This is an optimization exercise on Yosys and OpenROAD, whose aim is small area, a short achievable clock period and few clock cycles, not a production implementation.
Function was checked by simulation only, so behaviour that the tests miss may differ from the original.
Power and IR drop assume default switching activity.

File: flow/run.sh
#!/bin/bash
set -euo pipefail
export SETUP_SLACK_MARGIN=6
export BUFFER_PORTS_ARGS="-buffer_cell sky130_fd_sc_hd__buf_1"
bash standard.sh > standard.log 2>&1
File: standard.sh
#!/bin/bash
# synth_recipe.tcl (not shown) runs the flow's synth.tcl, then flattens the netlist and writes it again
# the make line also repeats each setting of config.mk as NAME=value (left out here)
make -C /OpenROAD-flow-scripts/flow DESIGN_CONFIG=/design/flow/config.mk WORK_HOME=/design/flow/orfs CLKGATE_MAP_FILE= SYNTH_SCRIPT=/design/flow/synth_recipe.tcl "${@:-finish}"
File: config.mk
export PLATFORM = sky130hd
export DESIGN_NAME = pct_powmod
export DESIGN_NICKNAME = pct_powmod
export VERILOG_FILES = /design/flow/design.v
export SDC_FILE = /design/flow/constraint.sdc
export NUM_CORES = 4
export LEC_CHECK = 0
export CAP_MARGIN = 20
export CORE_MARGIN = 2
export CORE_UTILIZATION = 50
export CTS_BUF_LIST = sky130_fd_sc_hd__clkbuf_8
export PLACE_DENSITY = 0.7
export SLEW_MARGIN = 20
File: constraint.sdc
create_clock -name core_clock -period 11.0 [get_ports {clk}]
set_input_delay 2.2000 -clock core_clock [delete_from_list [all_inputs] [get_ports {clk}]]
set_output_delay 2.2000 -clock core_clock [all_outputs]
set_load 0.01 [all_outputs]
File: design.v
module pct_powmod #(
    parameter W = 128
) (
    input  wire         clk,
    input  wire         rst,         
    input  wire         start,       
    input  wire         base_neg,
    input  wire [W-1:0] base,
    input  wire         exp_neg,
    input  wire [W-1:0] expo,
    input  wire         mod_neg,
    input  wire [W-1:0] modulus,
    output wire         ready,
    output reg          done,        
    output wire [W-1:0] result,
    output reg          err
);
    localparam RW = W + 2;           
    localparam XW = W + 3;           
    localparam [2:0] S_IDLE = 3'd0,
                     S_PREP = 3'd1,  
                     S_INIT = 3'd2,  
                     S_RUN  = 3'd3,  
                     S_CPA  = 3'd4,  
                     S_FIXR = 3'd5,  
                     S_FIXC = 3'd6,  
                     S_ONE  = 3'd7;  
    localparam [1:0] MD_BRED = 2'd0, MD_SQR = 2'd1, MD_MUL = 2'd2;
    reg [2:0]    state;
    reg [1:0]    mode;
    reg          asel;               
    reg          fix;                
    reg          copy;               
    reg          uns;                
    reg          fl_bn, fl_en, fl_mn;
    reg [W-1:0]  m_r;                
    reg [6:0]    sh;                 
    reg [W-1:0]  e_r;                
    reg [7:0]    ecnt;               
    reg [W:0]    bm;                 
    reg [W:0]    res;                
    reg [RW-1:0] s_r, c_r;           
    reg [2:0]    qp;                 
    reg          dg1, dg2;           
    reg [8:0]    pos;                
    assign ready  = (state == S_IDLE);
    assign result = res[W-1:0];
    wire [XW-1:0] bext = {{(XW-W-1){res[W]}}, res};
    wire [W:0]    opa  = asel ? bm : res;
    wire          dc   = m_r[W-2];
    function [2:0] qsel;
        input [4:0] sx, cx;
        input       dcl;
        reg c0, c1, c2, c3, c4, s0, s1, s2, s3, s4, dc, o1, o2, on;
        reg new_n15, new_n16, new_n17, new_n18, new_n19, new_n20, new_n21, new_n22, new_n23, new_n24, new_n25, new_n26, new_n27, new_n28, new_n29, new_n30, new_n31, new_n32, new_n33, new_n34, new_n35, new_n36, new_n37, new_n38, new_n39, new_n40, new_n41, new_n42, new_n43, new_n44, new_n45, new_n46, new_n47, new_n48, new_n49, new_n50, new_n51, new_n52, new_n53, new_n54, new_n55, new_n56, new_n57, new_n58, new_n59, new_n60, new_n61, new_n62, new_n63, new_n64, new_n65, new_n66, new_n67, new_n68, new_n69, new_n70, new_n71, new_n72, new_n73, new_n74, new_n75, new_n76, new_n77, new_n78, new_n80, new_n81, new_n82, new_n83, new_n84, new_n85, new_n86, new_n87, new_n88, new_n89, new_n90, new_n91, new_n92, new_n93, new_n94, new_n95, new_n96, new_n97, new_n98, new_n100, new_n101, new_n102, new_n103, new_n104, new_n105, new_n106, new_n107, new_n108, new_n109, new_n110, new_n111, new_n112, new_n113;
        begin
            {c4, c3, c2, c1, c0} = cx;
            {s4, s3, s2, s1, s0} = sx;
            dc = dcl;
            new_n15 = ~c2 & ~s2;
            new_n16 = ~c1 & ~s1;
            new_n17 = c1 & s1;
            new_n18 = c0 & s0;
            new_n19 = ~new_n17 & ~new_n18;
            new_n20 = ~new_n16 & ~new_n19;
            new_n21 = new_n15 & ~new_n20;
            new_n22 = c3 & s3;
            new_n23 = c2 & s2;
            new_n24 = ~c0 & ~s0;
            new_n25 = ~new_n23 & ~new_n24;
            new_n26 = ~c3 & ~s3;
            new_n27 = ~new_n15 & ~new_n26;
            new_n28 = new_n17 & ~new_n25;
            new_n29 = new_n27 & new_n28;
            new_n30 = ~new_n22 & ~new_n29;
            new_n31 = ~new_n21 & ~new_n30;
            new_n32 = ~new_n15 & ~new_n18;
            new_n33 = new_n16 & ~new_n23;
            new_n34 = ~new_n32 & new_n33;
            new_n35 = ~s3 & new_n34;
            new_n36 = ~new_n16 & ~new_n24;
            new_n37 = ~new_n17 & ~new_n36;
            new_n38 = new_n23 & ~new_n37;
            new_n39 = ~s3 & ~new_n38;
            new_n40 = ~new_n34 & ~new_n39;
            new_n41 = ~c3 & ~new_n40;
            new_n42 = ~new_n31 & ~new_n35;
            new_n43 = ~new_n41 & new_n42;
            new_n44 = ~c4 & ~s4;
            new_n45 = c4 & s4;
            new_n46 = ~new_n44 & ~new_n45;
            new_n47 = ~new_n43 & new_n46;
            new_n48 = c3 & new_n38;
            new_n49 = s3 & ~new_n48;
            new_n50 = ~c3 & new_n15;
            new_n51 = ~new_n20 & new_n50;
            new_n52 = ~s3 & ~new_n51;
            new_n53 = new_n16 & new_n24;
            new_n54 = new_n17 & new_n18;
            new_n55 = ~new_n53 & ~new_n54;
            new_n56 = ~new_n52 & new_n55;
            new_n57 = ~new_n49 & new_n56;
            new_n58 = ~new_n46 & ~new_n57;
            new_n59 = ~new_n27 & new_n54;
            new_n60 = ~new_n22 & ~new_n23;
            new_n61 = new_n53 & ~new_n60;
            new_n62 = ~dc & ~new_n24;
            new_n63 = ~new_n18 & new_n62;
            new_n64 = ~new_n22 & new_n46;
            new_n65 = ~s2 & new_n24;
            new_n66 = new_n64 & new_n65;
            new_n67 = ~new_n15 & ~new_n23;
            new_n68 = s2 & new_n18;
            new_n69 = ~new_n26 & new_n68;
            new_n70 = new_n46 & new_n69;
            new_n71 = ~new_n63 & ~new_n67;
            new_n72 = ~new_n66 & new_n71;
            new_n73 = ~new_n70 & new_n72;
            new_n74 = ~new_n16 & ~new_n17;
            new_n75 = ~new_n73 & new_n74;
            new_n76 = ~new_n59 & ~new_n61;
            new_n77 = ~new_n75 & new_n76;
            new_n78 = ~new_n58 & new_n77;
            o1 = ~new_n47 & new_n78;
            new_n80 = ~dc & new_n19;
            new_n81 = new_n38 & ~new_n80;
            new_n82 = new_n26 & new_n81;
            new_n83 = ~new_n16 & new_n62;
            new_n84 = new_n21 & ~new_n83;
            new_n85 = new_n22 & new_n84;
            new_n86 = ~new_n21 & ~new_n38;
            new_n87 = dc & new_n19;
            new_n88 = new_n36 & new_n87;
            new_n89 = ~new_n86 & ~new_n88;
            new_n90 = ~new_n22 & ~new_n26;
            new_n91 = ~new_n89 & new_n90;
            new_n92 = new_n46 & ~new_n82;
            new_n93 = ~new_n85 & new_n92;
            new_n94 = ~new_n91 & new_n93;
            new_n95 = new_n22 & new_n81;
            new_n96 = new_n26 & new_n84;
            new_n97 = ~new_n46 & ~new_n95;
            new_n98 = ~new_n96 & new_n97;
            o2 = new_n94 | new_n98;
            new_n100 = ~new_n15 & new_n20;
            new_n101 = ~new_n46 & new_n60;
            new_n102 = ~new_n100 & new_n101;
            new_n103 = new_n17 & ~new_n24;
            new_n104 = ~new_n23 & ~new_n103;
            new_n105 = ~new_n15 & new_n46;
            new_n106 = ~new_n53 & new_n105;
            new_n107 = ~new_n104 & new_n106;
            new_n108 = ~new_n102 & ~new_n107;
            new_n109 = ~new_n26 & ~new_n108;
            new_n110 = new_n15 & new_n53;
            new_n111 = ~new_n26 & ~new_n46;
            new_n112 = ~new_n64 & ~new_n110;
            new_n113 = ~new_n111 & new_n112;
            on = new_n109 | new_n113;
            qsel = {o1, o2, on};
        end
    endfunction
    function [XW-1:0] mq2f;
        input [2:0]   q;
        input [W-1:0] m;
        reg   [RW-1:0] t;
        begin
            t = (({RW{q[2]}} & {2'b00, m}) | ({RW{q[1]}} & {1'b0, m, 1'b0}))
                ^ {RW{q[0]}};
            mq2f = {t, 1'b0};
        end
    endfunction
    function [XW-1:0] csa_s;
        input [XW-1:0] a, b, c;
        csa_s = a ^ b ^ c;
    endfunction
    function [XW-1:0] csa_c;
        input [XW-1:0] a, b, c;
        csa_c = {((a & b) | (a & c) | (b & c)), 1'b0};
    endfunction
    function [2:0] qof;
        input [XW-1:0] s, c;
        input          dcl;
        qof = qsel(s[XW-1:XW-5], c[XW-1:XW-5], dcl);
    endfunction
    function [2:0] pickq;
        input [2:0] q;
        input [2:0] vp2, vp1, vz, vm1, vm2;
        pickq = q[1] ? (q[0] ? vp2 : vm2) : q[2] ? (q[0] ? vp1 : vm1) : vz;
    endfunction
    wire [XW-1:0] a1b  = dg1 ? bext : {XW{1'b0}};
    wire [XW-1:0] mq0  = mq2f(qp, m_r);
    wire [XW-1:0] u_s  = csa_s({s_r, 1'b0}, {c_r, 1'b0}, a1b);
    wire [XW-1:0] u_c  = csa_c({s_r, 1'b0}, {c_r, 1'b0}, a1b);
    wire [XW-1:0] x1_s = csa_s(u_s, u_c, mq0);
    wire [XW-1:0] x1_c = csa_c(u_s, u_c, mq0) | {{(XW-2){1'b0}}, qp[0], 1'b0};
    wire [2:0]    q1r  = qof(x1_s, x1_c, dc);
    wire [2:0]    q1   = fix ? {!copy, 1'b0, !copy && !res[W]} : q1r;
    wire [XW-1:0] a2b  = dg2 ? bext : {XW{1'b0}};
    wire [XW-1:0] y2_s = csa_s({x1_s[XW-2:0], 1'b0}, {x1_c[XW-2:0], 1'b0}, a2b);
    wire [XW-1:0] y2_c = csa_c({x1_s[XW-2:0], 1'b0}, {x1_c[XW-2:0], 1'b0}, a2b);
    wire [XW-1:0] mq1  = mq2f(q1, m_r);
    wire [XW-1:0] x2_s = csa_s(y2_s, y2_c, mq1);
    wire [XW-1:0] x2_c = csa_c(y2_s, y2_c, mq1) | {{(XW-2){1'b0}}, q1[0], 1'b0};
    function [2:0] q2of;
        input [XW-1:0] ys, yc;
        input [2:0]    q;
        input [W-1:0]  m;
        input          dcl;
        q2of = qof(csa_s(ys, yc, mq2f(q, m)),
                   csa_c(ys, yc, mq2f(q, m)) | {{(XW-2){1'b0}}, q[0], 1'b0}, dcl);
    endfunction
    wire [2:0]    q2   = pickq(q1r,
                               q2of(y2_s, y2_c, 3'b011, m_r, dc),
                               q2of(y2_s, y2_c, 3'b101, m_r, dc),
                               q2of(y2_s, y2_c, 3'b000, m_r, dc),
                               q2of(y2_s, y2_c, 3'b100, m_r, dc),
                               q2of(y2_s, y2_c, 3'b010, m_r, dc));
    wire          cin = (state == S_PREP) || (state == S_ONE);
    function [RW-1:0] bkadd;
        input [RW-1:0] a, b;
        input          ci;
        reg   [RW:0]   g, p;
        integer        d, i;
        begin
            g = {a & b, ci};
            p = {a ^ b, 1'b0};
            for (d = 1; d <= RW; d = d * 2)
                for (i = 2 * d - 1; i <= RW; i = i + 2 * d) begin
                    g[i] = g[i] | (p[i] & g[i - d]);
                    p[i] = p[i] & p[i - d];
                end
            for (d = 1 << $clog2(RW); d >= 1; d = d / 2)
                for (i = 3 * d - 1; i <= RW; i = i + 2 * d) begin
                    g[i] = g[i] | (p[i] & g[i - d]);
                    p[i] = p[i] & p[i - d];
                end
            bkadd = (a ^ b) ^ g[RW-1:0];
        end
    endfunction
    wire [RW-1:0] cpa  = bkadd(s_r, c_r, 1'b0);
    wire [W:0]    half = {cpa[W+1:2], cpa[1] | cin};
    wire [7:0]    ecnt_m1 = ecnt - 8'd1;
    wire          bred = (mode == MD_BRED);
    function dsel;
        input [8:0] p;
        input       br;
        input [W:0] a;
        dsel = br ? (p == 9'd0) : !p[8] && a[p[7:0]];
    endfunction
    wire [8:0]    pos2 = pos - 9'd1;
    wire          dig1 = dsel(pos, bred, opa);
    wire          dig2 = dsel(pos2, bred, opa);
    wire [8:0]    lim  = bred ? 9'd0 - {2'b00, sh} : {2'b00, sh};
    wire [8:0]    p0   = bred ? (sh[0] ? 9'd1 : 9'd0) : (sh[0] ? 9'd127 : 9'd128);
    wire          idig1 = dsel(p0, bred, opa);
    wire          idig2 = dsel(p0 - 9'd1, bred, opa);
    wire          nxt_mul = (mode == MD_SQR) && e_r[W-1];
    wire [W:0]    a_new  = nxt_mul ? bm : half;
    wire [RW-1:0] hext   = {{(RW-W-1){half[W]}}, half};
    wire          sgn_n  = a_new[W];
    wire          ndig1  = sh[0] ? a_new[W-1] : a_new[W];
    wire          ndig2  = sh[0] ? a_new[W-2] : a_new[W-1];
    wire          nxt_fix = uns || (!nxt_mul && ((bred ? ecnt : ecnt_m1) == 8'd0));
    wire in_err = (fl_bn && res != 0) || (fl_en && e_r != 0) || fl_mn || m_r == 0;
    always @(posedge clk) begin
        if (state == S_RUN || state == S_FIXR) begin
            s_r <= x2_s[RW-1:0];
            c_r <= x2_c[RW-1:0];
        end else if (state == S_CPA && !nxt_fix && sgn_n) begin
            s_r <= ~hext;
            c_r <= {{(RW-1){1'b0}}, 1'b1};
        end else begin
            s_r <= {RW{1'b0}};
            c_r <= {RW{1'b0}};
        end
        if (rst) begin
            state <= S_IDLE;
            done  <= 1'b0;
            err   <= 1'b0;
        end else begin
            done <= 1'b0;
            case (state)
            S_IDLE: begin
                if (start) begin
                    m_r   <= modulus;
                    e_r   <= expo;
                    res   <= {1'b0, base};
                    fl_bn <= base_neg;
                    fl_en <= exp_neg;
                    fl_mn <= mod_neg;
                    sh    <= 7'd0;
                    ecnt  <= 8'd128;
                    mode  <= MD_BRED;
                    asel  <= 1'b0;
                    fix   <= 1'b0;
                    copy  <= 1'b0;
                    uns   <= 1'b0;
                    state <= S_PREP;
                end
            end
            S_PREP: begin
                if (in_err) begin
                    err   <= 1'b1;
                    done  <= 1'b1;
                    state <= S_IDLE;
                end else if (e_r == 0) begin
                    err   <= 1'b0;
                    res   <= half;               
                    done  <= 1'b1;
                    state <= S_IDLE;
                end else begin
                    err <= 1'b0;
                    if (!m_r[W-1]) begin
                        m_r <= m_r << 1;
                        sh  <= sh + 7'd1;
                    end
                    if (!m_r[W-1] || !e_r[W-1]) begin
                        if (!e_r[W-1]) begin
                            e_r  <= e_r << 1;
                            ecnt <= ecnt_m1;
                        end
                    end else begin
                        e_r   <= e_r << 1;
                        ecnt  <= ecnt_m1;
                        state <= S_INIT;
                    end
                end
            end
            S_INIT: begin
                dg1   <= idig1;
                dg2   <= idig2;
                qp    <= 3'b000;
                pos   <= p0 - 9'd2;
                state <= S_RUN;
            end
            S_RUN: begin
                dg1 <= dig1;
                dg2 <= dig2;
                qp  <= q2;
                pos <= pos - 9'd2;
                if (pos == lim - 9'd2)
                    state <= S_CPA;
            end
            S_CPA: begin
                res <= half;
                if (bred)
                    bm <= half;
                if (!nxt_mul && !bred) begin
                    e_r  <= e_r << 1;
                    ecnt <= ecnt_m1;
                end
                mode <= nxt_mul ? MD_MUL : MD_SQR;
                asel <= nxt_mul;
                qp   <= 3'b000;
                if (nxt_fix) begin
                    dg1   <= 1'b1;
                    dg2   <= 1'b0;
                    fix   <= 1'b1;
                    state <= S_FIXR;
                end else begin
                    dg1   <= ndig1;
                    dg2   <= ndig2;
                    pos   <= (sh[0] ? 9'd127 : 9'd128) - 9'd2;
                    state <= S_RUN;
                end
            end
            S_FIXR: begin
                fix   <= 1'b0;
                state <= S_FIXC;
            end
            S_FIXC: begin
                if (copy) begin
                    bm    <= half;
                    copy  <= 1'b0;
                    state <= S_ONE;
                end else begin
                    if (res[W] || !half[W])
                        res <= half;
                    if (uns || sh == 7'd0) begin
                        done  <= 1'b1;
                        state <= S_IDLE;
                    end else begin
                        copy  <= 1'b1;
                        fix   <= 1'b1;
                        state <= S_FIXR;
                    end
                end
            end
            S_ONE: begin
                res   <= half;               
                mode  <= MD_MUL;
                asel  <= 1'b1;
                uns   <= 1'b1;
                state <= S_INIT;
            end
            endcase
        end
    end
endmodule
==> results of run 1 <==
==> worst max-delay path: stages (launching register included) <==
cell,delay (ns)
edfxtp_1,0.49
and2_4,0.19
fa_1,0.51
inv_2,0.05
fa_2,0.59
buf_6,0.12
ha_4,0.18
o21bai_4,0.18
nand4_1,0.14
a221oi_1,0.34
a41oi_2,0.09
or2_4,0.28
mux2i_4,0.23
buf_12,0.17
clkbuf_16,0.22
clkbuf_16,0.23
a22oi_1,0.10
xor2_1,0.21
fa_1,0.55
nand2_1,0.04
o21ai_0,0.09
==> area by class of cell <==
type | instances | area [µm²]
well taps | 1662 | 2080
clock inverters | 116 | 613
diodes | 12 | 30.0
repair inverters | 1 | 8.76
repair buffers | 674 | 3940
flip-flops and latches | 816 | 21900
clock buffers | 163 | 2240
multi-input cells | 4144 | 37600
inverters | 707 | 2690
fillers | 11100 | 56100
==> flip-flops by register name, indices dropped and copies added, names as in the netlist, 3 cells and up <==
name and cells:
bm 129, c_r 130, e_r 128, ecnt 8, m_r 128, pos 9
qp 3, res 129, s_r 130, sh 7, state 3
==> power groups by stage <==
stage,clock network (mW),logic [mW],registers [mW]
2_1_floorplan,0,1.42,3.61
4_1_cts,2.93,2.02,3.65
3_5_place_dp,0,1.91,3.72
5_1_grt,3.06,2.44,3.67
3_3_place_gp,0,1.88,3.72
6_report,2.91,2.24,3.66
==> path summary, 6_finish.rpt <==
path	to	slack, ns	cells after the start
setup / recovery	s_r[4]	5.87	20
hold / removal	err	0.51	2
setup reg to reg	s_r[4]	5.87	20
hold reg to reg	err	0.51	2
==> metal layers <==
layer,global-route usage [%],vias up
li1,-,21900
met1,43.6,26200
met2,51.5,3810
met3,11.2,776
met4,20.3,16
met5,0,-
==> per-stage QoR <==
step | hold WS [ns] | util (%) | area [µm²] | cells | power, mW
4_1_cts | 0.509 | 54.8 | 69700 | 8227 | 8.61
3_5_place_dp | 0.496 | 52.0 | 66100 | 7915 | 5.63
5_1_grt | 0.559 | 55.9 | 71100 | 8286 | 9.16
2_1_floorplan | 0.452 | - | 63900 | 6144 | 5.03
6_report | 0.513 | 55.9 | 71100 | 8295 | 8.82
3_3_place_gp | 0.497 | 51.9 | 66100 | 7915 | 5.59
==> cells by family (layout without fill, tap and decap cells) <==
kind of cell	count (synthesis)	after routing	synth area share, %
buffers and inverters	1186	1661	8.16
adders and majority gates	781	781	22.3
other	0	12	0
DFF	816	816	34.2
and+or+nand+nor	1587	1589	11.4
xor gates and xnor gates	377	377	5.24
muxes	183	183	5.40
AOI/OAI and AO/OA	1214	1214	13.4
==> cells in the mapped netlist, drive strengths merged (33+ instances only) <==
cell | number | area share (%)
and3 | 138 | 1.4
mux4 | 128 | 4.5
xor2 | 182 | 2.5
nor3 | 38 | 0.30
fa | 593 | 19
a22oi | 261 | 3.2
nand3 | 49 | 0.38
nand4 | 50 | 0.49
ha | 183 | 3.6
clkbuf | 241 | 1.4
a22o | 128 | 1.8
xnor2 | 193 | 2.7
nor2 | 191 | 1.1
a21o | 43 | 0.51
o21ai | 378 | 3.6
nor4 | 111 | 1.1
edfxtp | 551 | 26
inv | 706 | 4.2
dfxtp | 265 | 8.3
buf | 238 | 2.6
and2 | 33 | 0.32
mux2i | 52 | 0.84
a21oi | 171 | 1.3
nand2 | 879 | 5.2
==> repair_timing <==
action | CTS | global route
gates cloned | 5 | 30
gates resized for setup | 96 | 130
endpoints found under the setup margin | 679 | 498
buffers inserted | 28 | 25
pin swaps | 17 | 59
hold buffers | 0 | 0
==> summary.txt, run 1 <==
Power and ir drop
  – Internal power: between 5 and 6 mW
  – P_sw: 3.04 mW
  – Peak VDD IR: around 0.13 mV
  – Part of the power in the clock network: 33.0%
  – Pwr/cell area: approximately 120 mW/mm²
  – Combinational share of power: between 20% and 30%
  – Switching share of power: around 34%
  – Leakage: 28.0 nW
  – Sequential share of power: 41.5%

Synthesis
  – Top FF cell, synth: edfxtp_1
  – Avg Synthesized Cell Area: 10.4 µm²
  – Net Count, Synth: ~7300
  – Post-synth EDFFs: around 550
  – Yosys cell types: between 80 and 90
  – Yosys warns: 1
  – #FFs+latches synth: approximately 820
  – Asr flop ratio synth: 0%
  – Synth Cell Area: 0.0638 mm²
  – Post-Syn Instances: 6144
  – Register area share after synthesis: 34.2%

STA
  – Worst Max-Slew Pin Slew: between 1 and 1.5 ns
  – Max Freq: 195 MHz
  – Tmin final: 5.13 ns
  – Setup violations, final: 0
  – RSZ-0062 raised after global routing: true
  – Max Clock Skew: 0.0474 ns
  – Period utilization: between 40% and 50%
  – Final WS setup: 5.87 ns
  – Hold Fails Final Rpt: 0
  – Sum of negative setup slack: 0 ns
  – Slew Viols, Final: 0
  – Slew HR: about a fifth

Clocking
  – Root Driver: clkbuf_8
  – Later-pin clock latency in the skew report: 0.91 ns
  – Clock Sinks: 816
  – Clk slew on worst S/H paths: roughly 0.06 ns
  – H-tree lvl count: 4
  – Clock Path Buffers: 3
  – TritonCTS clock tree: done
  – CTS Buf Count: between 150 and 200

Routing
  – DR vias: between 50000 and 60000
  – # DRC: 0
  – DR WL met2: slightly above 100000 µm
  – Met3 WL post-DR: ~33000 µm
  – Top Layer Used: met5
  – Final wirelength: about 240000 µm
  – Drt initial violations: approximately 6800
  – Antenna viol nets, final: 0
  – Metal-1 WL: ~85000 µm
  – DRT Pass-1 Iters: 8
  – DR WL/cell: 28.7 µm
  – Vias/cell: about 6.3

Job
  – Number of max-cap violations: 0

Placement
  – Port Buf Inserts: 520
  – Post-Place Worst Slack: between 4 and 5 ns
  – Routability-driven placement congestion ratio: 0.968
  – DPL Wire Length: ~160000 µm

Floorplan
  – Num rows: approximately 130
  – DIE HEIGHT: between 300 and 400 µm
  – Die area: 0.131 mm²
  – Placeable core area: 0.127 mm²
  – Die X: 361 µm
  – Io pins: roughly 520
  – Initial core utilization: between 50% and 60%

Setup path
  – Kind of critical path: reg2reg
  – Crit path capture type: flip-flop
  – Critical Path Source Type: flip-flop
  – Worst Setup SP: dg1
  – Worst reg2reg path startpoint: dg1
  – Required @ worst endpoint: between 10 and 15 ns
  – CP Max Fanout: 8
  – CP arrival: just under 6 ns

Global routing
  – Largest net degree at the start of global routing: approximately 140
  – Total gr overflow: 0
  – Initial antenna violation count: 21
  – Vias in the first global route: a little over 50000
  – First-pass GRT wire length: ~330000 µm
  – Gr usage total: 34.4%

Finish
  – Fraction of layout cells with a size suffix above 1: between 10% and 20%
  – Nets: about 7700
  – Layout area overhead: 11.4%
  – Most common cell after layout, fill and taps aside: nand2_1
  – Commonest non-fill, non-tap cells in the layout: 875 x nand2_1, 748 x inv_1, 578 x fa_1

Min path
  – Hold Crit Start: err
  – Path type of the worst min-delay path: reg2reg

Run status
  – Status: timing/DRC/antenna clean
Testbench counts, summed over its fixed seeds: cycles 1,014,592.
==> run 2, diff against run 1 <==
==> flow/run.sh (replaced) <==
#!/bin/bash
set -euo pipefail
export SETUP_SLACK_MARGIN=6
export BUFFER_PORTS_ARGS="-buffer_cell sky130_fd_sc_hd__buf_1"
export ADDER_MAP_FILE=
bash standard.sh > standard.log 2>&1
==> run 2 against run 1 <==
  * Synthesized cell count up 15%
  * Sequential power is essentially flat
  * Clock power is essentially flat
  * Global-route usage is 0.13 points lower
  * Combinational power fell by 4%
  * Sequential share of layout area is 0.66 points lower
  * Power is 0.99% lower
  * Largest cell class unchanged
==> summary.txt, run 2 <==
Run status
  – Status: timing/DRC/antenna clean

Global routing
  – Vias in the first global route: 56300 (+8.5%)
  – Gr usage total: 34.2% (-0.13 points)
  – Largest net degree at the start of global routing: 135 (unchanged)
  – Total gr overflow: 0 (unchanged)
  – Initial antenna violation count: 14 (-33%)
  – First-pass GRT wire length: 353000 µm (+5.7%)

Finish
  – Top flop regs: c_r: 130 flops, s_r: 130 flops
  – Fraction of layout cells with a size suffix above 1: 11.3% (-0.26 points)
  – Most common cell after layout, fill and taps aside: xnor2_1
  – Cell area after layout: 0.0727 mm² (+2.2%)
  – Commonest non-fill, non-tap cells in the layout: 976 x xnor2_1, 894 x nand2_1, 562 x nor2_1
  – Fill count: 11600 (+4.6%)
  – Nets: 7722 (+0.78%)
  – Layout area overhead: 10.0%
  – Core Util, Final: 55.3% (-0.57 points)

Setup path
  – CP arrival: 5.59 ns (-0.32 ns)
  – Crit-path cells: nor4_1, nand4_1, nor4_1, a221o_1, a21oi_1, nand2b_1, and2_4, nand3b_1, nor2_4, buf_6, buf_16
  – Max stage delay on crit path: 1.05 ns (+0.46 ns)
  – Required @ worst endpoint: 11.61 ns (-0.17 ns)
  – Slowest-stage cell, CP: nor4_1
  – CP Max Fanout: 88 (+80)
  – Crit-path leading delay family: simple AND/OR/NAND/NOR gates
  – Number of buffers and inverters on the critical path: 2 (-3)
  – Critical Path Source Type: flip-flop
  – Crit-path most repeated cell: nor4_1
  – Crit path capture type: flip-flop
  – Kind of critical path: reg2reg

Power and ir drop
  – Switching share of power: 33.9% (-0.51 points)
  – Pwr/cell area: 120 mW/mm² (-3.1%)
  – Leakage: 24.3 nW (-13%)
  – Part of the power in the clock network: 33.5% (+0.5 points)
  – Internal power: 5.77 mW (-0.22%)
  – Combinational share of power: 24.6% (-0.8 points)
  – P_sw: 2.96 mW (-2.5%)
  – Sequential share of power: 41.9% (+0.4 points)
  – Peak VDD IR: 0.125 mV (-1.7%)

STA
  – Final WS setup: 6.02 ns (+0.144 ns)
  – Setup violations, final: 0 (unchanged)
  – Slew Viols, Final: 0 (unchanged)
  – RSZ-0062 raised after global routing: true
  – Slew HR: 13.6% (-7.0 points)
  – Hold Fails Final Rpt: 0 (unchanged)
  – Max Freq: 201 MHz (+2.9%)
  – Period utilization: 45.3% (-1.3 points)
  – Sum of negative setup slack: 0 ns (unchanged)
  – Worst Max-Slew Pin Slew: 1.29 ns (+0.0969 ns)
  – Max Clock Skew: 0.103 ns (+0.0560 ns)
  – Tmin final: 4.98 ns (-0.144 ns)

Floorplan
  – Io pins: 521 (unchanged)
  – DIE HEIGHT: 367 µm (+1.7%)
  – Num rows: 133 (+1.5%)
  – Initial core utilization: 50.3% (+0.11 points)
  – Die area: 0.135 mm² (+3.4%)
  – Placeable core area: 0.131 mm² (+3.2%)
  – Die X: 367 µm (+1.7%)

Synthesis
  – #FFs+latches synth: 816 (unchanged)
  – Net Count, Synth: 7435 (+1.7%)
  – Count leader, synth: xnor2_1
  – Synth Cell Area: 0.0660 mm² (+3.5%)
  – Top FF cell, synth: edfxtp_1
  – Cell taking the most area after synthesis: edfxtp_1
  – Yosys cell types: 108 (+23%)
  – Top cells by area, synth: edfxtp_1 25%, xnor2_1 13%, dfxtp_1 8.0%, maj3_1 5.8%, xor2_1 5.3%
  – Post-synth EDFFs: 551 (unchanged)
  – Asr flop ratio synth: 0% (unchanged)
  – Register area share after synthesis: 33.1% (-1.1 points)
  – Post-Syn Instances: 7045 (+15%)
  – Synth top area share: 25.1% (-0.87 points)
  – Avg Synthesized Cell Area: 9.37 µm² (-9.8%)
  – Yosys warns: 1 (unchanged)
  – Leading cell types by count after synthesis: 985 x xnor2_1, 899 x nand2_1, 570 x nor2_1

Routing
  – Final wirelength: 245000 µm (+3.1%)
  – DR WL/cell: 26.6 µm (-7.3%)
  – # DRC: 0 (unchanged)
  – DRT Pass-1 Iters: 9 (+1)
  – DR vias: 59200 (+12%)
  – Antenna viol nets, final: 0 (unchanged)
  – Vias/cell: 6.42 (+1.1%)
  – Drt initial violations: 7632 (+12%)

Clocking
  – TritonCTS clock tree: done
  – Later-pin clock latency in the skew report: 0.98 ns (+0.07 ns)
  – H-tree lvl count: 4 (unchanged)
  – Root Driver: clkbuf_8
  – Clk slew on worst S/H paths: 0.06 ns (about the same)
  – Clock Path Buffers: 3 (unchanged)
  – # hold bufs at CTS: 0 (unchanged)
  – CTS Buf Count: 155 (+2.0%)
  – Clock Sinks: 816 (unchanged)

Job
  – Number of max-cap violations: 0 (unchanged)

Placement
  – Routability-driven placement congestion ratio: 0.984 (+1.6%)
  – Placed cell area: 0.0683 mm² (+3.4%)
  – DPL Wire Length: 165000 µm (+3.7%)
  – Post-Place Worst Slack: 4.45 ns (-0.492 ns)
  – Port Buf Inserts: 520 (unchanged)

Min path
  – Path type of the worst min-delay path: reg2reg
## run 2: changes by cell type in the layout (fill, tap and decap cells not counted), moves of 122 or more
cell | previous run | this run
nor2_1 | 189 | 562
ha_1 | 160 | 0
and3_1 | 138 | 16
nand3b_1 | 4 | 132
xor2_1 | 175 | 398
fa_1 | 578 | 0
xnor2_1 | 189 | 976
inv_1 | 748 | 286
maj3_1 | 4 | 380
o21ai_0 | 248 | 110
## run 2: through the flow
stage	total power, mW	hold slack [ns]	std cells
after floorplan	5.20	0.424	7045
after global placement	5.68	0.453	8873
after detailed placement	5.71	0.455	8873
after CTS	8.65	0.464	9186
after global routing	9.03	0.497	9219
final	8.73	0.463	9221
## run 2: worst register-to-register path, cell delays in order (launching register included)
cell and delay (ns):
edfxtp_1 0.52, nor4_1 0.92, nand4_1 0.42, nor4_1 1.05
a221o_1 0.31, a21oi_1 0.06, nand2b_1 0.21, and2_4 0.30
nand3b_1 0.21, nor2_4 0.04, buf_6 0.24, buf_16 0.32
## run 2: worst paths after layout
kind                            startpoint  endpoint  slack, ns  cells after the start
worst max-delay path               m_r[81]   e_r[91]       6.02                     11
worst min-delay path                   err       err       0.46                      2
worst max register to register     m_r[81]   e_r[91]       6.02                     11
worst min register to register         err       err       0.46                      2
## run 2: repair_timing
item                       4_1_cts  5_1_grt
setup endpoints to repair      662      509
gates resized for setup         67       61
pin swaps                        3        5
gates cloned                    12       11
setup buffers                   13       20
## run 2: metal layers
layer / global-route usage (%) / wire [µm] / vias up
li1: - / - / 25900
met1: 45.8 / 94900 / 28600
met2: 51.2 / 106000 / 3881
met3: 8.42 / 30500 / 765
met4: 17.7 / 13800 / 20
met5: 0 / 125 / -
## run 2: cells by family (layout without fill, tap and decap cells)
group / after synthesis / after routing / synth area share (%)
buffers and inverters: 745 / 1158 / 5.35
other: 0 / 3 / 0
adder cells (fa/ha/maj): 493 / 493 / 7.69
flip-flops: 816 / 816 / 33.1
XOR/XNOR: 1420 / 1421 / 19.5
AND/OR/NAND/NOR: 2077 / 2077 / 14.2
multiplexers: 205 / 205 / 5.85
AO/OA/AOI/OAI: 1289 / 1293 / 14.3
## run 2: cell type report
class | count | area, µm² | area share (%)
flip-flops and latches | 816 | 21900 | 30.1
well taps | 1755 | 2200 | 3.02
repair buffers | 645 | 3600 | 4.95
multi-input cells | 5489 | 41200 | 56.7
inverters | 225 | 852 | 1.17
clock inverters | 119 | 621 | 0.854
clock buffers | 169 | 2330 | 3.20
diodes | 3 | 7.51 | 0.0103
## run 2: power by group through the flow
stage	Sequential (mW)	Clock [mW]	Combinational, mW
floorplan	3.60	0	1.59
global placement	3.70	0	1.98
detailed placement	3.71	0	2.01
CTS	3.64	2.94	2.06
global route	3.66	3.07	2.30
finish	3.66	2.93	2.15
==> run 3, diff against run 2 <==
==> flow/run.sh (replaced) <==
#!/bin/bash
set -euo pipefail
export SETUP_SLACK_MARGIN=6.5
export BUFFER_PORTS_ARGS="-buffer_cell sky130_fd_sc_hd__buf_1"
bash standard.sh > standard.log 2>&1
==> run 3 against run 2 <==
  * Final cell count decreased by 9.1%
  * First-iteration DRC count shrank 18%
  * Area after synthesis fell by 3.3%
  * Non-clock buffer count is 112 higher
  * Critical path depth increased by 7
  * Final area grew 0.28%
  * Worst setup slack got worse by 0.12 ns
  * Die area down 3.3%
  * Clock-buffer cell count grew 3
  * Clock skew is 0.047 ns lower
  * Synthesized cell count is 13% lower
  * Fmax is 2.4% lower
  * Critical endpoint is now qp[2]
==> summary.txt, run 3 <==
Run status
  – Status: timing/DRC/antenna clean

Power and ir drop
  – Peak VDD IR: 0.132 mV (+6.2%)
  – Pwr/cell area: 124 mW/mm² (+3.4%)
  – Leakage: 28.6 nW (+18%)

Synthesis
  – Yosys cell types: 88 (-19%)
  – Count leader, synth: nand2_1
  – Leading cell types by count after synthesis: 879 x nand2_1, 703 x inv_1, 593 x fa_1
  – Synth top area share: 25.9% (+0.87 points)
  – Cell taking the most area after synthesis: edfxtp_1
  – Top cells by area, synth: edfxtp_1 26%, fa_1 19%, dfxtp_1 8.3%, nand2_1 5.2%, mux4_2 4.5%
  – Post-synth EDFFs: 551 (unchanged)
  – Top FF cell, synth: edfxtp_1
  – Synth Cell Area: 0.0638 mm² (-3.3%)
  – Avg Synthesized Cell Area: 10.4 µm² (+11%)
  – Net Count, Synth: 7310 (-1.7%)
  – Register area share after synthesis: 34.2% (+1.1 points)
  – Yosys warns: 1 (unchanged)
  – #FFs+latches synth: 816 (unchanged)
  – Asr flop ratio synth: 0% (unchanged)
  – Post-Syn Instances: 6144 (-13%)

Job
  – Number of max-cap violations: 0 (unchanged)

Global routing
  – Met3 usage: 11.4% (+3.0 points)
  – Routing usage on met2: 52.4% (+1.2 points)
  – Vias in the first global route: 52500 (-6.6%)
  – Total gr overflow: 0 (unchanged)
  – First-pass GRT wire length: 342000 µm (-3.1%)
  – Gr usage total: 35.3% (+1.1 points)
  – Initial antenna violation count: 14 (unchanged)
  – Largest net degree at the start of global routing: 127 (-5.9%)
  – GR Layer Usage met1: 45.2% (-0.63 points)
  – Most used routing layer: met2

STA
  – Final WS setup: 5.89 ns (-0.122 ns)
  – Tmin final: 5.11 ns (+0.122 ns)
  – Hold Fails Final Rpt: 0 (unchanged)
  – Slew Viols, Final: 0 (unchanged)
  – Slew HR: 19.2% (+5.7 points)
  – Worst Max-Slew Pin Slew: 1.21 ns (-0.0768 ns)
  – Period utilization: 46.4% (+1.1 points)
  – RSZ-0062 raised after global routing: true
  – Max Clock Skew: 0.0567 ns (-0.0466 ns)
  – Sum of negative setup slack: 0 ns (unchanged)
  – Max Freq: 196 MHz (-2.4%)
  – Setup violations, final: 0 (unchanged)

Finish
  – Core Util, Final: 57.3% (+1.9 points)
  – Fill count: 10700 (-8.0%)
  – Nets: 7747 (+0.32%)
  – Layout area overhead: 14.1%
  – Top flop regs: c_r: 130 flops, s_r: 130 flops
  – Commonest non-fill, non-tap cells in the layout: 873 x nand2_1, 734 x inv_1, 551 x edfxtp_1
  – Cell area after layout: 0.0729 mm² (+0.28%)
  – Fraction of layout cells with a size suffix above 1: 14.2% (+2.9 points)
  – Most common cell after layout, fill and taps aside: nand2_1

Setup path
  – Required @ worst endpoint: 11.61 ns (about the same)
  – Critical Path Source Type: flip-flop
  – Kind of critical path: reg2reg
  – Max stage delay on crit path: 0.61 ns (-0.44 ns)
  – Slowest-stage cell, CP: fa_2
  – Crit-path cells: and2_4, fa_1, inv_1, fa_1, inv_2, fa_2, inv_2, fa_2, inv_2, ha_4, a2111oi_4, or2_4, nand2_1, maj3_1, a32oi_1, nor4_1, a311oi_1, o22ai_1
  – CP Max Fanout: 5 (-94%)
  – CP arrival: 5.71 ns (+0.12 ns)
  – Crit path capture type: flip-flop
  – Crit-path most repeated cell: inv_2

Clocking
  – TritonCTS clock tree: done
  – Later-pin clock latency in the skew report: 0.91 ns (-0.07 ns)
  – Clock Sinks: 816 (unchanged)
  – Root Driver: clkbuf_8
  – CTS Buf Count: 153 (-1.3%)
  – # hold bufs at CTS: 0 (unchanged)
  – H-tree lvl count: 4 (unchanged)
  – Clock Path Buffers: 3 (unchanged)
  – Clk slew on worst S/H paths: 0.06 ns (about the same)

Placement
  – Routability-driven placement congestion ratio: 0.953 (-3.1%)
  – Port Buf Inserts: 520 (unchanged)
  – Placed cell area: 0.0662 mm² (-3.1%)
  – Post-Place Worst Slack: 4.29 ns (-0.158 ns)
  – DPL Wire Length: 159000 µm (-3.6%)

Floorplan
  – Io pins: 521 (unchanged)
  – Placeable core area: 0.127 mm² (-3.1%)
  – Initial core utilization: 50.2% (-0.11 points)
  – Die area: 0.131 mm² (-3.3%)
  – DIE HEIGHT: 361 µm (-1.7%)
  – Die X: 361 µm (-1.7%)
  – Num rows: 131 (-1.5%)

Routing
  – DRT Pass-1 Iters: 9 (unchanged)
  – # DRC: 0 (unchanged)
  – DR WL/cell: 28.1 µm (+5.6%)
  – Final wirelength: 235000 µm (-4.1%)
  – Drt initial violations: 6223 (-18%)
  – DR vias: 52700 (-11%)
  – Antenna viol nets, final: 0 (unchanged)
  – Vias/cell: 6.29 (-2.0%)

Min path
  – Path type of the worst min-delay path: reg2reg
## run 3: changes by cell type after synthesis, sizes merged, moves of 121 or more
cell,delta
xnor2,-800
fa,+593
maj3,-488
inv,+482
nor2,-382
o21ai,+254
xor2,-221
ha,+183
nand3b,-129
and3,+121
## run 3: final timing paths
kind | startpoint | end | slack (ns) | cells after the start
worst max-delay path | dg1 | qp[2] | 5.89 | 18
worst min-delay path | err | err | 0.49 | 2
worst max register to register | dg1 | qp[2] | 5.89 | 18
worst min register to register | err | err | 0.49 | 2
## run 3: layout make-up
cell class              count  area, µm²  area share, %
diodes                      5       12.5         0.0172
clock buffers             172       2370           3.25
clock inverters           114        663          0.910
inverters                 707       2690           3.69
multi-input cells        4144      38200           52.4
flip-flops and latches    816      21900           30.0
well taps                1662       2080           2.85
repair buffers            757       5000           6.86
repair inverters            2       17.5         0.0240
## run 3: stage by stage
step / hold slack, ns / power [mW] / cells
2_1_floorplan: 0.452 / 5.04 / 6144
3_3_place_gp: 0.488 / 5.61 / 7923
3_5_place_dp: 0.481 / 5.65 / 7924
4_1_cts: 0.493 / 8.93 / 8326
5_1_grt: 0.512 / 9.39 / 8376
6_report: 0.489 / 9.05 / 8379
## run 3: what timing repair did
item                       in CTS  in global routing
setup endpoints to repair     744                604
pin swaps                      47                 38
resized for setup             260                 83
buffers inserted               84                 40
gates cloned                   32                  7
## run 3: kinds of logic (layout without fill, tap and decap cells)
group / count (synthesis) / after routing / synth area share, %
buf+inv: 1186 / 1752 / 8.16
other cells: 0 / 5 / 0
xor+xnor: 377 / 377 / 5.24
mux: 183 / 183 / 5.40
flops: 816 / 816 / 34.2
fa+ha+maj: 781 / 781 / 22.3
compound gates: 1214 / 1214 / 13.4
simple gates: 1587 / 1589 / 11.4
## run 3: per-layer routing
layer	part of all wire, %	up-vias	routed length, µm
li1	-	22100	-
met1	37	26100	86800
met2	43	3684	101000
met3	13	781	31100
met4	6.8	14	16000
met5	0.033	-	78
## run 3: critical path, delay by kind of cell (launching register included)
kind,cells,cell delay [ns]
simple gates,4,0.54
fa+ha+maj,6,2.73
buf+inv,4,0.27
flops,1,0.51
compound gates,4,0.75
## run 3: report_power, final
part           total [mW]  internal, mW  switching (mW)
Sequential           3.66          3.44           0.221
Combinational        2.35         0.975            1.38
Clock                3.04          1.56            1.47
Total                9.05          5.98            3.07
==> run 4, diff against run 3 <==
--- a/design.v
+++ b/design.v
@@ -41,4 +41,6 @@
     reg [W:0]    res;                
     reg [RW-1:0] s_r, c_r;           
+    reg          first;              
+    reg          sgn;                
     reg [2:0]    qp;                 
     reg          dg1, dg2;           
@@ -191,6 +193,8 @@
     wire [XW-1:0] a1b  = dg1 ? bext : {XW{1'b0}};
     wire [XW-1:0] mq0  = mq2f(qp, m_r);
-    wire [XW-1:0] u_s  = csa_s({s_r, 1'b0}, {c_r, 1'b0}, a1b);
-    wire [XW-1:0] u_c  = csa_c({s_r, 1'b0}, {c_r, 1'b0}, a1b);
+    wire [RW-1:0] xs_in = first ? (sgn ? ~bext[RW-1:0] : {RW{1'b0}}) : s_r;
+    wire [RW-1:0] xc_in = first ? {{(RW-1){1'b0}}, sgn} : c_r;
+    wire [XW-1:0] u_s  = csa_s({xs_in, 1'b0}, {xc_in, 1'b0}, a1b);
+    wire [XW-1:0] u_c  = csa_c({xs_in, 1'b0}, {xc_in, 1'b0}, a1b);
     wire [XW-1:0] x1_s = csa_s(u_s, u_c, mq0);
     wire [XW-1:0] x1_c = csa_c(u_s, u_c, mq0) | {{(XW-2){1'b0}}, qp[0], 1'b0};
@@ -258,5 +262,4 @@
     wire          nxt_mul = (mode == MD_SQR) && e_r[W-1];
     wire [W:0]    a_new  = nxt_mul ? bm : half;
-    wire [RW-1:0] hext   = {{(RW-W-1){half[W]}}, half};
     wire          sgn_n  = a_new[W];
     wire          ndig1  = sh[0] ? a_new[W-1] : a_new[W];
@@ -265,18 +268,16 @@
     wire in_err = (fl_bn && res != 0) || (fl_en && e_r != 0) || fl_mn || m_r == 0;
     always @(posedge clk) begin
-        if (state == S_RUN || state == S_FIXR) begin
-            s_r <= x2_s[RW-1:0];
-            c_r <= x2_c[RW-1:0];
-        end else if (state == S_CPA && !nxt_fix && sgn_n) begin
-            s_r <= ~hext;
-            c_r <= {{(RW-1){1'b0}}, 1'b1};
-        end else begin
-            s_r <= {RW{1'b0}};
-            c_r <= {RW{1'b0}};
-        end
+        s_r <= x2_s[RW-1:0];
+        c_r <= x2_c[RW-1:0];
         if (rst) begin
             state <= S_IDLE;
             done  <= 1'b0;
             err   <= 1'b0;
+            first <= 1'b1;
+            sgn   <= 1'b0;
+            dg1   <= 1'b0;
+            dg2   <= 1'b0;
+            qp    <= 3'b000;
+            fix   <= 1'b0;
         end else begin
             done <= 1'b0;
@@ -332,11 +333,14 @@
                 dg2   <= idig2;
                 qp    <= 3'b000;
+                first <= 1'b1;
+                sgn   <= 1'b0;
                 pos   <= p0 - 9'd2;
                 state <= S_RUN;
             end
             S_RUN: begin
-                dg1 <= dig1;
-                dg2 <= dig2;
-                qp  <= q2;
+                dg1   <= dig1;
+                dg2   <= dig2;
+                qp    <= q2;
+                first <= 1'b0;
                 pos <= pos - 9'd2;
                 if (pos == lim - 9'd2)
@@ -354,7 +358,9 @@
                 asel <= nxt_mul;
                 qp   <= 3'b000;
+                first <= 1'b1;
                 if (nxt_fix) begin
                     dg1   <= 1'b1;
                     dg2   <= 1'b0;
+                    sgn   <= 1'b0;
                     fix   <= 1'b1;
                     state <= S_FIXR;
@@ -362,4 +368,5 @@
                     dg1   <= ndig1;
                     dg2   <= ndig2;
+                    sgn   <= sgn_n;
                     pos   <= (sh[0] ? 9'd127 : 9'd128) - 9'd2;
                     state <= S_RUN;
@@ -368,4 +375,5 @@
             S_FIXR: begin
                 fix   <= 1'b0;
+                dg1   <= 1'b0;
                 state <= S_FIXC;
             end
@@ -384,4 +392,5 @@
                         copy  <= 1'b1;
                         fix   <= 1'b1;
+                        dg1   <= 1'b1;
                         state <= S_FIXR;
                     end
==> flow/run.sh (replaced) <==
#!/bin/bash
set -euo pipefail
export SETUP_SLACK_MARGIN=6
export BUFFER_PORTS_ARGS="-buffer_cell sky130_fd_sc_hd__buf_1"
bash standard.sh > standard.log 2>&1
==> run 4 against run 3 <==
  * Synthesized cell count shrank 2.7%
  * Global-route usage fell by 0.32 points
  * Via count decreased by 2.9%
  * Fmax increased by 0.33%
  * Final area fell by 3.8%
  * Still clean
  * Area after synthesis fell by 1.2%
  * Clock-buffer cell count is 5 lower
  * Critical endpoint is now qp[2]
  * Final cell count down 3.0%
==> summary.txt, run 4 <==
Finish
  – Largest register by flop count: s_r
  – Most common cell after layout, fill and taps aside: nand2_1
  – Max reg flops: 130
  – Commonest non-fill, non-tap cells in the layout: 729 x nand2_1, 725 x inv_1, 579 x fa_1
  – Fraction of layout cells with a size suffix above 1: 10.1% (-4.2 points)
  – Nets: 7501 (-3.2%)
  – Layout area overhead: 11.1%
  – Fill count: 10800 (+1.4%)

Routing
  – Final wirelength: 230000 µm (-2.3%)
  – Drt initial violations: 6408 (+3.0%)
  – Vias/cell: 6.29 (about the same)
  – # DRC: 0 (unchanged)
  – Antenna viol nets, final: 0 (unchanged)
  – DR vias: 51100 (-2.9%)
  – DR WL/cell: 28.3 µm (+0.67%)
  – DRT Pass-1 Iters: 6 (-3)

Synthesis
  – Net Count, Synth: 7140 (-2.3%)
  – Yosys warns: 1 (unchanged)
  – Post-Syn Instances: 5976 (-2.7%)
  – Cell taking the most area after synthesis: edfxtp_1
  – #FFs+latches synth: 817 (+0.12%)
  – Avg Synthesized Cell Area: 10.6 µm² (+1.6%)
  – Synth top area share: 25.9% (about the same)
  – Asr flop ratio synth: 0% (unchanged)
  – Register area share after synthesis: 34.6% (+0.34 points)
  – Synth Cell Area: 0.0631 mm² (-1.2%)
  – Top cells by area, synth: edfxtp_1 26%, fa_1 19%, dfxtp_1 8.6%, mux4_2 5.3%, nand2_1 4.4%
  – Post-synth EDFFs: 545 (-1.1%)
  – Yosys cell types: 80 (-9.1%)
  – Top FF cell, synth: edfxtp_1
  – Count leader, synth: nand2_1
  – Leading cell types by count after synthesis: 732 x nand2_1, 661 x inv_1, 593 x fa_1

Clocking
  – TritonCTS clock tree: done
  – Later-pin clock latency in the skew report: 0.95 ns (+0.04 ns)
  – Root Driver: clkbuf_8
  – CTS Buf Count: 154 (+0.65%)
  – Clock Path Buffers: 3 (unchanged)
  – # hold bufs at CTS: 0 (unchanged)
  – Clock Sinks: 817 (+0.12%)
  – Clk slew on worst S/H paths: 0.06 ns (about the same)
  – H-tree lvl count: 4 (unchanged)

Min path
  – Path type of the worst min-delay path: reg2reg
  – Hold Crit Start: e_r[97]
  – Cells on Worst Hold Path: 1 (-1)

STA
  – Max Clock Skew: 0.0810 ns (+0.0243 ns)
  – Sum of negative setup slack: 0 ns (unchanged)
  – Worst Max-Slew Pin Slew: 1.19 ns (-0.0181 ns)
  – Hold Fails Final Rpt: 0 (unchanged)
  – Tmin final: 5.09 ns (-0.0171 ns)
  – Setup violations, final: 0 (unchanged)
  – RSZ-0062 raised after global routing: true
  – Slew Viols, Final: 0 (unchanged)
  – Slew HR: 20.5% (+1.2 points)
  – Max Freq: 197 MHz (+0.33%)
  – Period utilization: 46.3% (-0.16 points)

Setup path
  – Critical Path Source Type: flip-flop
  – Crit path capture type: flip-flop
  – Worst Setup SP: m_r[123]
  – CP arrival: 5.86 ns (+0.15 ns)
  – CP Max Fanout: 8 (+3)
  – Required @ worst endpoint: 11.77 ns (+0.16 ns)
  – Kind of critical path: reg2reg
  – Worst Reg-to-Reg Cells: 15 (-3)
  – Worst reg2reg path startpoint: m_r[123]

Placement
  – Routability-driven placement congestion ratio: 0.985 (+3.4%)
  – DPL Wire Length: 160000 µm (+0.43%)
  – Port Buf Inserts: 520 (unchanged)

Run status
  – Status: timing/DRC/antenna clean

Floorplan
  – Die area: 0.129 mm² (-1.2%)
  – DIE HEIGHT: 359 µm (-0.58%)
  – Num rows: 130 (-0.76%)
  – Placeable core area: 0.125 mm² (-1.4%)
  – Die X: 359 µm (-0.58%)
  – Initial core utilization: 50.3% (+0.12 points)
  – Io pins: 521 (unchanged)

Global routing
  – Total gr overflow: 0 (unchanged)
  – Largest net degree at the start of global routing: 129 (+1.6%)
  – First-pass GRT wire length: 335000 µm (-2.2%)
  – Gr usage total: 35.0% (-0.32 points)
  – Vias in the first global route: 51200 (-2.5%)
  – Initial antenna violation count: 37 (+23)

Power and ir drop
  – Peak VDD IR: 0.121 mV (-8.5%)
  – Pwr/cell area: 111 mW/mm² (-10%)
  – Leakage: 27.5 nW (-4.0%)
  – Final Power: 7.79 mW (-14%)

Job
  – Number of max-cap violations: 0 (unchanged)
run 4: changes by cell type in the layout (fill, tap and decap cells not counted), moves of 108 or more:
cell / previous run / this run
nand2_1: 873 / 729
and3_1: 132 / 9
xnor2_1: 187 / 306
and2_1: 26 / 135
nor2b_1: 13 / 121
xor2_1: 169 / 61
run 4: per-layer routing:
metal  GRT usage [%]  vias up  routed length (µm)
li1                -    21300                   -
met1            44.1    25400               82500
met2            52.6     3580              101000
met3            12.1      784               31700
met4            20.0       44               14500
met5               0        -                 286
run 4: worst max-delay path: stages (launching register included):
cell and delay [ns]:
edfxtp_1 0.78, a22oi_1 0.22, xnor2_1 0.20, fa_1 0.62, inv_1 0.08, fa_2 0.64, fa_2 0.53, a211o_1 0.32
a22oi_2 0.20, nand2_1 0.08, maj3_1 0.37, a32oi_2 0.23, o32ai_2 0.12, mux2i_1 0.20, mux2i_1 0.11, a22o_1 0.24
run 4: final cells by class:
class / count / area [µm²] / area share, %
multi-input cells: 4042 / 37200 / 53.0
flip-flops and latches: 817 / 21800 / 31.2
repair buffers: 656 / 3420 / 4.88
inverters: 665 / 2530 / 3.62
clock buffers: 167 / 2300 / 3.28
well taps: 1650 / 2060 / 2.95
clock inverters: 119 / 726 / 1.04
diodes: 11 / 27.5 / 0.0393
repair inverters: 1 / 8.76 / 0.0125
run 4: path summary, 6_finish.rpt:
kind                   to  slack, ns
setup / recovery    qp[2]       5.91
hold / removal    e_r[98]       0.56
setup reg to reg    qp[2]       5.91
hold reg to reg   e_r[98]       0.56
run 4: repair_timing:
action,4_1_cts,5_1_grt
hold endpoints to repair,0,0
buffers inserted,47,19
cloned,10,5
pin swaps,12,19
gates resized for setup,111,89
setup endpoints to repair,535,407
run 4: stage by stage:
| stage | std cells | instance area [µm²] | hold slack [ns] | setup WS, ns | util (%) |
|---|---|---|---|---|---|
| floorplan | 5976 | 63200 | 0.496 | 5.97 | - |
| global placement | 7747 | 65300 | 0.546 | 4.02 | 52.1 |
| detailed placement | 7749 | 65300 | 0.550 | 4.06 | 52.1 |
| CTS | 8092 | 69500 | 0.562 | 5.89 | 55.4 |
| global route | 8122 | 70100 | 0.584 | 5.78 | 55.9 |
| finish | 8128 | 70100 | 0.560 | 5.91 | 55.9 |
run 4: cells by family after synthesis:
| family | Yosys count | share of synthesized area, % |
|---|---|---|
| AOI/OAI and AO/OA | 1113 | 12.3 |
| and+or+nand+nor | 1580 | 11.6 |
| xor gates and xnor gates | 377 | 5.29 |
| buffers and inverters | 1126 | 7.85 |
| muxes | 184 | 5.88 |
| DFF | 817 | 34.6 |
| adders and majority gates | 779 | 22.5 |
run 4: where the power goes:
part | switching, mW | internal (mW) | leakage (nW)
Combinational | 0.626 | 0.363 | 18.4
Clock | 1.47 | 1.55 | 1.80
Sequential | 0.288 | 3.49 | 7.30
Testbench counts of run 4, summed over its fixed seeds: cycles 1,014,592.
==> run 5, diff against run 4 <==
==> flow/run.sh (replaced) <==
#!/bin/bash
set -euo pipefail
export SETUP_SLACK_MARGIN=6
export BUFFER_PORTS_ARGS="-buffer_cell sky130_fd_sc_hd__buf_1"
export ADDER_MAP_FILE=
bash standard.sh > standard.log 2>&1
==> run 5 against run 4 <==
  * Hold slack gained 0.0019 ns
  * Sequential cell count is the same
  * First-iteration DRC count grew 0.94%
  * Power grew 7.5%
  * Register-to-register slack gained 0.11 ns
  * Critical path type unchanged
  * Fmax grew 2.2%
  * Critical endpoint unchanged
==> summary.txt, run 5 <==
Global routing
  – First-pass GRT wire length: 349000 µm (+4.1%)
  – Total gr overflow: 0 (unchanged)
  – Gr usage total: 33.8% (-1.3 points)
  – Initial antenna violation count: 19 (-49%)
  – Vias in the first global route: 56900 (+11%)
  – Largest net degree at the start of global routing: 111 (-14%)

Placement
  – Routability-driven placement congestion ratio: 0.967 (-1.8%)
  – Port Buf Inserts: 520 (unchanged)
  – Placed cell area: 0.0681 mm² (+4.3%)
  – DPL Wire Length: 163000 µm (+2.0%)

Synthesis
  – Synth Cell Area: 0.0656 mm² (+4.0%)
  – Top FF cell, synth: edfxtp_1
  – Leading cell types by count after synthesis: 1179 x nand2_1, 1040 x xnor2_1, 545 x edfxtp_1
  – Post-Syn Instances: 7341 (+23%)
  – Asr flop ratio synth: 0% (unchanged)
  – Count leader, synth: nand2_1
  – #FFs+latches synth: 817 (unchanged)
  – Yosys cell types: 102 (+28%)
  – Register area share after synthesis: 33.3% (-1.3 points)
  – Post-synth EDFFs: 545 (unchanged)
  – Synth top area share: 25.0% (-0.99 points)
  – Cell taking the most area after synthesis: edfxtp_1
  – Yosys warns: 1 (unchanged)
  – Avg Synthesized Cell Area: 8.93 µm² (-15%)
  – Net Count, Synth: 7731 (+8.3%)
  – Top cells by area, synth: edfxtp_1 25%, xnor2_1 14%, dfxtp_1 8.3%, nand2_1 6.7%, maj3_1 5.8%

Floorplan
  – Die X: 366 µm (+1.9%)
  – DIE HEIGHT: 366 µm (+1.9%)
  – Die area: 0.134 mm² (+3.9%)
  – Num rows: 132 (+1.5%)
  – Io pins: 521 (unchanged)
  – Initial core utilization: 50.5% (+0.22 points)
  – Placeable core area: 0.130 mm² (+3.5%)

STA
  – Setup violations, final: 0 (unchanged)
  – Slew HR: 24.4% (+4.0 points)
  – Slew Viols, Final: 0 (unchanged)
  – Period utilization: 45.3% (-1.0 points)
  – Max Clock Skew: 0.0615 ns (-0.0194 ns)
  – RSZ-0062 raised after global routing: true
  – Worst Max-Slew Pin Slew: 1.12 ns (-0.0698 ns)
  – Max Freq: 201 MHz (+2.2%)
  – Tmin final: 4.98 ns (-0.111 ns)
  – Hold Fails Final Rpt: 0 (unchanged)
  – Sum of negative setup slack: 0 ns (unchanged)

Clocking
  – Clock Sinks: 817 (unchanged)
  – H-tree lvl count: 4 (unchanged)
  – # hold bufs at CTS: 0 (unchanged)
  – TritonCTS clock tree: done
  – Root Driver: clkbuf_8
  – CTS Buf Count: 152 (-1.3%)
  – Later-pin clock latency in the skew report: 0.95 ns (about the same)
  – Clock Path Buffers: 3 (unchanged)
  – Clk slew on worst S/H paths: 0.06 ns (about the same)

Setup path
  – Crit-path most repeated cell: maj3_1
  – Critical Path Source Type: flip-flop
  – Crit-path leading delay family: adder cells
  – Worst Setup SP: first
  – Crit-path cells: buf_8, nand2_4, buf_16, a2bb2oi_1, maj3_1, maj3_1, maj3_1, maj3_1, nand2_2, nand2_1, a211o_1, o22ai_1, nand4_1, a2111oi_4, nor3_2, o41ai_2
  – Number of buffers and inverters on the critical path: 2 (+1)
  – CP arrival: 5.82 ns (-0.04 ns)
  – CP Max Fanout: 40 (+32)
  – Required @ worst endpoint: 11.84 ns (+0.07 ns)
  – Slowest-stage cell, CP: maj3_1
  – Max stage delay on crit path: 0.48 ns (-0.30 ns)
  – Worst reg2reg path startpoint: first
  – Kind of critical path: reg2reg
  – Crit path capture type: flip-flop

Finish
  – Commonest non-fill, non-tap cells in the layout: 1173 x nand2_1, 1026 x xnor2_1, 545 x edfxtp_1
  – Max reg flops: 130 (unchanged)
  – Cell area after layout: 0.0729 mm² (+4.0%)
  – Layout area overhead: 11.1% (about the same)
  – Most common cell after layout, fill and taps aside: nand2_1
  – Fill count: 11600 (+7.1%)
  – Fraction of layout cells with a size suffix above 1: 9.73% (-0.35 points)
  – Largest register by flop count: s_r
  – Nets: 8038 (+7.2%)
  – Core Util, Final: 56.1% (+0.27 points)

Routing
  – DR WL/cell: 25.1 µm (-11%)
  – DRT Pass-1 Iters: 6 (unchanged)
  – DR vias: 59400 (+16%)
  – Final wirelength: 239000 µm (+4.0%)
  – # DRC: 0 (unchanged)
  – Antenna viol nets, final: 0 (unchanged)
  – Drt initial violations: 6468 (+0.94%)
  – Vias/cell: 6.24 (-0.86%)

Job
  – Number of max-cap violations: 0 (unchanged)

Power and ir drop
  – Switching share of power: 32.6% (+2.0 points)
  – Leakage: 23.4 nW (-15%)
  – Sequential share of power: 46.7% (-1.8 points)
  – Internal power: 5.65 mW (+4.4%)
  – Part of the power in the clock network: 37.3% (-1.5 points)
  – Pwr/cell area: 115 mW/mm² (+3.3%)
  – P_sw: 2.73 mW (+14%)
  – Combinational share of power: 15.9% (+3.2 points)
  – Peak VDD IR: 0.125 mV (+3.0%)

Min path
  – Hold Crit Start: e_r[100]
  – Path type of the worst min-delay path: reg2reg

Run status
  – Status: timing/DRC/antenna clean
## run 5: cell type report
cell class	count	area, µm²	area share [%]
Clock buffer	157	2160	2.96
Inverter	102	398	0.546
Sequential cell	817	21900	30.0
Multi-Input combinational cell	5929	41800	57.4
Tap cell	1742	2180	2.99
Antenna cell	8	20.0	0.0275
Timing Repair Buffer	646	3510	4.82
Clock inverter	127	928	1.27
## run 5: per-layer routing
metal / routed length, µm / track usage (%)
met5: 85 / 0
met4: 16200 / 20.8
met3: 26000 / 7.90
met2: 106000 / 52.7
met1: 90200 / 42.3
## run 5: power by group through the flow
stage / Sequential, mW / Clock [mW] / Combinational, mW
after CTS: 3.89 / 3.16 / 1.28
after floorplan: 3.79 / 0 / 0.918
after global placement: 3.95 / 0 / 1.21
after detailed placement: 3.95 / 0 / 1.23
after global routing: 3.93 / 3.28 / 1.42
final: 3.91 / 3.13 / 1.33
## run 5: final timing paths
kind,endpoint,slack [ns],depth (start not counted)
worst min-delay path,e_r[101],0.56,1
worst max register to register,qp[2],6.02,16
worst min register to register,e_r[101],0.56,1
worst max-delay path,qp[2],6.02,16
## run 5: through the flow
step | total power, mW | setup WS [ns] | std cells | hold WS (ns)
finish | 8.38 | 6.02 | 9528 | 0.562
global route | 8.63 | 5.86 | 9526 | 0.572
CTS | 8.33 | 5.98 | 9488 | 0.558
detailed placement | 5.19 | 4.71 | 9176 | 0.555
global placement | 5.16 | 4.70 | 9176 | 0.544
floorplan | 4.71 | 3.23 | 7341 | 0.448
## run 5: cells by family (layout without fill, tap and decap cells)
logic type      Yosys count  in the layout  share of synthesized area (%)
simple gates           2401           2401                           16.2
compound gates         1501           1503                           15.0
xor+xnor               1404           1404                           19.7
flops                   817            817                           33.3
buf+inv                 597           1032                           4.25
fa+ha+maj               399            399                           6.12
mux                     222            222                           5.47
other cells               0              8                              0
## run 5: timing repair
item	4_1_cts	5_1_grt
gates resized for setup	90	84
pin swaps	10	18
buffers inserted	19	26
cloned	9	6
endpoints found under the setup margin	535	585
==> run 6, diff against run 5 <==
==> flow/run.sh (replaced) <==
#!/bin/bash
set -euo pipefail
export SETUP_SLACK_MARGIN=6
export BUFFER_PORTS_ARGS="-buffer_cell sky130_fd_sc_hd__buf_1"
bash standard.sh > standard.log 2>&1
--- a/config.mk
+++ b/config.mk
@@ -8,6 +8,6 @@
 export CAP_MARGIN = 20
 export CORE_MARGIN = 2
-export CORE_UTILIZATION = 50
+export CORE_UTILIZATION = 60
 export CTS_BUF_LIST = sky130_fd_sc_hd__clkbuf_8
-export PLACE_DENSITY = 0.7
+export PLACE_DENSITY = 0.8
 export SLEW_MARGIN = 20
==> run 6 against run 5 <==
  * Still clean
  * Area after synthesis shrank 3.8%
  * Power shrank 8.1%
  * Clock-buffer cell count grew 8
  * Worst setup slack lost 0.14 ns
  * Critical path type unchanged
  * Critical endpoint is now res[95]
  * Largest power group unchanged
==> summary.txt, run 6 <==
Setup path
  – Crit-path most repeated cell: buf_12
  – Number of buffers and inverters on the critical path: 3 (+1)

Placement
  – Port Buf Inserts: 520 (unchanged)
  – Post-Place Worst Slack: 3.35 ns (-1.36 ns)
  – Placed cell area: 0.0649 mm² (-4.8%)

Global routing
  – Gr usage total: 41.7% (+7.9 points)

Routing
  – Antenna viol nets, final: 0 (unchanged)

Synthesis
  – Leading cell types by count after synthesis: 732 x nand2_1, 661 x inv_1, 593 x fa_1
  – Register area share after synthesis: 34.6% (+1.3 points)
  – Post-Syn Instances: 5976 (-19%)
  – #FFs+latches synth: 817 (unchanged)

STA
  – Setup violations, final: 0 (unchanged)
  – Final WS setup: 5.88 ns (-0.140 ns)

Finish
  – Max reg flops: 130 (unchanged)
  – Fraction of layout cells with a size suffix above 1: 10.2% (+0.51 points)
  – Multi-input combinational cell area: 0.0372 mm² (-11%)

Min path
  – Min-Delay Endpoint: err
  – Cells on Worst Hold Path: 2 (+1)

Power and ir drop
  – Pwr/cell area: 110 mW/mm² (-4.3%)

Run status
  – Status: timing/DRC/antenna clean

Clocking
  – Later-pin clock latency in the skew report: 0.88 ns (-0.07 ns)
  – Root Driver: clkbuf_8

Floorplan
  – Die X: 328 µm (-10%)
[run 6: changes by cell type in the layout (fill, tap and decap cells not counted), moves of 45 or more]
| cell | previous run | this run |
|---|---|---|
| o2bb2ai_1 | 3 | 100 |
| mux4_2 | 104 | 149 |
| a21boi_0 | 62 | 1 |
| inv_1 | 145 | 707 |
| xnor2_1 | 1026 | 309 |
| ha_1 | 0 | 163 |
| a21oi_1 | 437 | 133 |
| nor2_1 | 532 | 280 |
| maj3_1 | 378 | 4 |
| or2_2 | 71 | 4 |
| nand2_1 | 1173 | 728 |
| fa_1 | 0 | 581 |
| xor2_1 | 308 | 61 |
[run 6: what timing repair did]
item | 4_1_cts | 5_1_grt
pin swaps | 11 | 35
gates cloned | 17 | 6
gates resized for setup | 115 | 91
hold buffers | 0 | 0
endpoints found under the setup margin | 536 | 380
setup buffers | 43 | 42
[run 6: area by class of cell]
type / instances / area share, %
diodes: 11 / 0.0393
clock buffers: 165 / 3.24
clock inverters: 101 / 0.865
inverters: 665 / 3.61
multi-input cells: 4042 / 53.2
flip-flops and latches: 817 / 31.2
well taps: 1380 / 2.47
repair buffers: 669 / 5.38
repair inverters: 2 / 0.0250
[run 6: cells by family after synthesis]
| group | Yosys count | share of synthesized area (%) |
|---|---|---|
| xor gates and xnor gates | 377 | 5.29 |
| buffers and inverters | 1126 | 7.85 |
| and+or+nand+nor | 1580 | 11.6 |
| adders and majority gates | 779 | 22.5 |
| DFF | 817 | 34.6 |
| AOI/OAI and AO/OA | 1113 | 12.3 |
| muxes | 184 | 5.88 |
[run 6: power groups by stage]
stage | registers [mW] | logic [mW] | clock network, mW
final | 3.79 | 0.991 | 2.92
after global routing | 3.78 | 1.06 | 3.04
after CTS | 3.76 | 0.936 | 2.92
after detailed placement | 3.83 | 0.892 | 0
after global placement | 3.83 | 0.863 | 0
after floorplan | 3.68 | 0.645 | 0
[run 6: how the worst max path moves through the flow]
| stage | startpoint | cells after the start | slack [ns] | end |
|---|---|---|---|---|
| 2_1_floorplan | rst | 3 | 5.97 | bm[0] |
| 3_3_place_gp | first | 18 | 3.41 | s_r[128] |
| 3_5_place_dp | first | 18 | 3.35 | s_r[128] |
| 4_1_cts | s_r[1] | 20 | 6.01 | dg1 |
| 5_1_grt | first | 20 | 5.80 | qp[2] |
| 6_report | res[65] | 11 | 5.88 | res[95] |
[run 6: tightest hold or removal path, delay by kind of cell, from the launching register on]
| kind | cells | cell delay, ns |
|---|---|---|
| compound gates | 1 | 0.07 |
| flops | 1 | 0.34 |
| simple gates | 1 | 0.08 |
[run 6: metal layers]
layer | routed length, µm | vias up | GRT usage (%)
li1 | - | 21300 | -
met1 | 75500 | 25500 | 52.1
met2 | 97600 | 4527 | 60.8
met3 | 37500 | 1086 | 15.9
met4 | 18300 | 34 | 26.9
met5 | 276 | - | 0.444
[run 6: through the flow]
| step | hold slack (ns) | util, % |
|---|---|---|
| detailed placement | 0.501 | 62.4 |
| global placement | 0.470 | 62.4 |
| CTS | 0.515 | 66.4 |
| global route | 0.545 | 67.3 |
| floorplan | 0.496 | - |
| finish | 0.520 | 67.3 |

Setup slack of run 6, layout unchanged: 5.882 ns with ideal ports, 5.882 ns with driving cells assumed (clock clkbuf_16, inputs buf_2), 5.882 ns with port delays also shifted by the 0.935 ns mid clock arrival.
